Source: an optimization exercise on an open RTL-to-GDS flow (aim: small area, a short achievable clock period and few clock cycles). Production flows keep margins and buffers that such runs may drop.
At most, simulation tests tie the RTL to the original design; equivalence was not proved.

## sha2_stream
module sha2_stream (
    input  wire         clk,
    input  wire         rst,           
    input  wire         in_valid,
    output wire         in_ready,
    input  wire [31:0]  in_data,
    input  wire [2:0]   in_nbytes,     
    input  wire         in_last,
    input  wire         in_sha224,     
    output wire         out_valid,
    input  wire         out_ready,
    output wire [255:0] out_digest
);
Size in the first run: ~6700 cells after synthesis, roughly 1200 flip-flops, about 67000 sq um of cells after synthesis.
export LEC_CHECK = 0
export ABC_AREA = 1
export CAP_MARGIN = 20
export CORE_MARGIN = 2
export CORE_UTILIZATION = 60
export PLACE_DENSITY = 0.7
export SLEW_MARGIN = 20
create_clock -name core_clock -period 10.0 [get_ports {clk}]
standard.sh (not shown) runs the stock make flow with config.mk's settings and CLKGATE_MAP_FILE= SYNTH_SCRIPT=/design/flow/synth_recipe.tcl, a recipe that flattens the netlist after the stock synthesis.
==> flow/flow/run.sh <==
#!/bin/bash
# Layout flow: the standard flow (standard.sh, unchanged synthesis,
# floorplan, power grid and tap cells) with these changes:
#  - repair_timing aims at a larger setup margin (SETUP_SLACK_MARGIN), so it
#    upsizes the cells of the round's critical paths further;
#  - the port buffers are buf_2 cells instead of the default pick;
#  - clock tree: clkbuf_8/clkbuf_4 buffers and no dummy loads.
# Every tool's output goes to logs in this folder (make's to flow_make.log;
# ORFS keeps its per-step logs under orfs/logs/).
set -euo pipefail
export SETUP_SLACK_MARGIN=6
export BUFFER_PORTS_ARGS="-buffer_cell sky130_fd_sc_hd__buf_2"
export CTS_ARGS="-sink_clustering_enable -repair_clock_nets -dont_use_dummy_load -buf_list {sky130_fd_sc_hd__clkbuf_8 sky130_fd_sc_hd__clkbuf_4}"
bash standard.sh finish > flow_make.log 2>&1
Testbench counts at the start, summed over its fixed seeds: cycles 132,635.
==> next run, changes <==
--- a/flow/design.v
+++ b/flow/design.v
@@ -92,20 +92,21 @@
     reg         fin;           
     reg         got0;          
     reg         newmsg;        
     reg         m224;          
     reg         cur224;        
     reg         rdy_q;         
     reg         outv_q;        
     reg [31:0]  a, b, c, d, e, f, g, h;
     reg [31:0]  p;             
     reg [31:0]  x [0:15];      
+    reg [31:0]  xs0;           
     reg [31:0]  ha [0:3];      
     reg [31:0]  he [0:3];
     wire        data_av = cnt[2];                  
     wire        w_av    = padz | data_av | lastin;
     wire [31:0] fhead   = fb[8*FB-1 -: 32];
     reg  [31:0] padw;
     always @(*) begin
         case (cnt[1:0])
             2'd0: padw = 32'h80000000;
             2'd1: padw = {fhead[31:24], 24'h800000};
@@ -276,38 +277,44 @@
     wire [255:0] st_next;
     sha2_round u_round (
         .st_in ({a, b, c, d, e, f, g, h}),
         .p     (p),
         .st_out(st_next)
     );
     wire        p_ld = (in_rnd & adv) | ((f_p2 | f_upd) & take);
     wire [5:0]  kn_n = rst ? 6'd0 : (p_ld ? ((in_rnd && kn == 6'd0) ? 6'd0 : kn + 6'd1) : kn);
     wire [31:0] k_t;
     sha2_k u_k (.t(kn_n), .k(k_t));
-    wire [31:0] sm_s0 = {x[1][6:0], x[1][31:7]} ^ {x[1][17:0], x[1][31:18]} ^ (x[1] >> 3);
+    function [31:0] sm_s0(input [31:0] v);
+        sm_s0 = {v[6:0], v[31:7]} ^ {v[17:0], v[31:18]} ^ (v >> 3);
+    endfunction
     wire [31:0] sm_s1 = {x[14][16:0], x[14][31:17]} ^ {x[14][18:0], x[14][31:19]} ^ (x[14] >> 10);
-    wire [31:0] w_sch = sm_s1 + x[9] + sm_s0 + x[0];
+    wire [63:0] w1 = {x[9] ^ xs0 ^ x[0], ((x[9] & xs0) | (x[9] & x[0]) | (xs0 & x[0])) << 1};
+    wire [63:0] w2 = {w1[63:32] ^ w1[31:0] ^ sm_s1,
+                      ((w1[63:32] & w1[31:0]) | (w1[63:32] & sm_s1) | (w1[31:0] & sm_s1)) << 1};
+    wire [31:0] w_sch = w2[63:32] + w2[31:0];
     wire        use_w = f_usew;
     wire [31:0] x_in  = use_w ? word : w_sch;
     wire [31:0] ph     = in_rnd ? g : (f_upd ? he[2] : h);
     wire [31:0] p_next = ph + kr + x[15];
     wire [31:0] sum_a = ha[3] + a;
     wire [31:0] sum_e = he[3] + e;
     wire        ring  = f_ring;
     wire        start_msg = ((state == S_IDLE) | (state == S_OUT)) & take;
     wire        ring_iv   = f_p2 & newmsg;
     wire        x_en      = (in_rnd & adv) | take;
     always @(posedge clk) begin
         if (x_en) begin
             for (i = 0; i < 15; i = i + 1)
                 x[i] <= x[i + 1];
             x[15] <= x_in;
+            xs0   <= sm_s0(x[2]);
         end
         if (in_rnd & adv) begin
             {a, b, c, d, e, f, g, h} <= st_next;
         end else if (f_upd) begin
             {a, b, c, d} <= {sum_a, ha[0], ha[1], ha[2]};
             {e, f, g, h} <= {sum_e, he[0], he[1], he[2]};
         end else if (start_msg) begin
             {a, b, c, d, e, f, g, h} <= nxt224 ? IV_224 : IV_256;
         end
         if (ring) begin
Utilization is lower by 2.4 points.
Global-route usage falls by 3.1 points.
Design area came out lower by about 1.8%.
Maximum frequency is higher by 7.2%.
Synthesized cell count climbs by 0.88%.
Routed wire length decreases by 9.5%.
Only the layout flow was run in the second run of this note; the RTL was not checked for function there.


## the baseline
sha2_stream, a different RTL version from the one above (not shown whole).
Size: ~7,000 cells after synthesis, about 1,200 flip-flops, about 300 I/O pins, about 0.068 mm^2 of cells after synthesis.
clock: 10.0 ns
lec_check: 0
abc_area: 1
cap_margin: 20
core_margin: 2
core_utilization: 60
place_density: 0.7
slew_margin: 20
Scripts as last shown in full above: flow/flow/run.sh
Testbench counts of the baseline, summed over its fixed seeds: cycles 132,635.
[inputs] the candidate vs the baseline
--- a/flow/design.v
+++ b/flow/design.v
@@ -304,35 +304,35 @@
     wire        x_en      = (in_rnd & adv) | take;
     wire        ld_rnd  = in_rnd & adv;
     wire        ld_upd  = f_upd;
     wire        ld_iv   = start_msg;
     wire        ld_hold = ~(ld_rnd | ld_upd | ld_iv);
     wire [255:0] st_iv  = nxt224 ? IV_224 : IV_256;
     wire [255:0] st_upd = {sum_a, ha[0], ha[1], ha[2], sum_e, he[0], he[1], he[2]};
     wire [255:0] st_n   = ({256{ld_rnd}} & st_next) | ({256{ld_upd}} & st_upd) |
                           ({256{ld_iv}} & st_iv) | ({256{ld_hold}} & {a, b, c, d, e, f, g, h});
     wire [31:0]  p_n    = ({32{p_ld}} & p_next) | ({32{~p_ld}} & p);
+    wire         r_hold = ~(ring | ring_iv);
+    wire [255:0] ring_q = {ha[0], ha[1], ha[2], ha[3], he[0], he[1], he[2], he[3]};
+    wire [255:0] ring_s = {sum_a, ha[0], ha[1], ha[2], sum_e, he[0], he[1], he[2]};
+    wire [255:0] ring_n = ({256{ring}} & ring_s) | ({256{ring_iv & ~ring}} & (m224 ? IV_224 : IV_256)) |
+                          ({256{r_hold}} & ring_q);
     always @(posedge clk) begin
         if (x_en) begin
             for (i = 0; i < 15; i = i + 1)
                 x[i] <= x[i + 1];
             x[15] <= x_in;
             xs0   <= sm_s0(x[2]);
         end
         {a, b, c, d, e, f, g, h} <= st_n;
         p <= p_n;
-        if (ring) begin
-            ha[0] <= sum_a; ha[1] <= ha[0]; ha[2] <= ha[1]; ha[3] <= ha[2];
-            he[0] <= sum_e; he[1] <= he[0]; he[2] <= he[1]; he[3] <= he[2];
-        end else if (ring_iv) begin
-            {ha[0], ha[1], ha[2], ha[3], he[0], he[1], he[2], he[3]} <= m224 ? IV_224 : IV_256;
-        end
+        {ha[0], ha[1], ha[2], ha[3], he[0], he[1], he[2], he[3]} <= ring_n;
         kn <= kn_n;
         kr <= k_t;
         if (start_msg)
             m224 <= nxt224;
         if (ring_iv)
             cur224 <= m224;
     end
     assign out_valid  = outv_q;
     assign out_digest = {ha[0], ha[1], ha[2], ha[3], he[0], he[1], he[2],
                          cur224 ? 32'h0 : he[3]};
## What came out
The candidate finished every stage; the final checks, however, were not passed, the failures being capacitance limit, slew limit.
Diff the baseline and the candidate: die area lower in the candidate
Tapcell count, the candidate vs the baseline: down by a few percent
Relative to the baseline, the candidate degrades post-placement setup slack.
On path length in cells of the critical path, the lower figure sits with the candidate, not the baseline.
Compared with the baseline, in the candidate height of the die fell 1.6%, clock buffer count in the final layout decreased 3.
The RTL of the candidate was laid out without a check of its function.

port drivers added, routing unchanged:
The flow's constraints put no driver on any port. The routed layouts listed below were extracted and timed again, unchanged, in two steps.
Step 1, drivers: a clkbuf_16 drives clk and a buf_2 each remaining input, both assumed.
Step 2 also shifts input and output timing later by t, the mid clock arrival at the registers, as if the neighbouring blocks saw the same clock.
a / b / c = ideal ports / drivers / drivers and shift; a / b = the first two.
run | shift t [ns] | setup WS [ns] | worst setup path after step 2
the first run of note 1 | 0.994 | 5.435 / 5.435 / 5.274 | input to register
the second run of note 1 | 0.953 | 5.742 / 5.742 / 5.313 | input to register
the baseline | 0.970 | 5.829 / 5.829 / 5.265 | input to register
the candidate | 0.957 | 5.286 / 5.286 / 5.286 | register to register
The setup slack of the baseline, which loses most, moves by 0.000 ns with the drivers and by -0.564 ns with both steps.
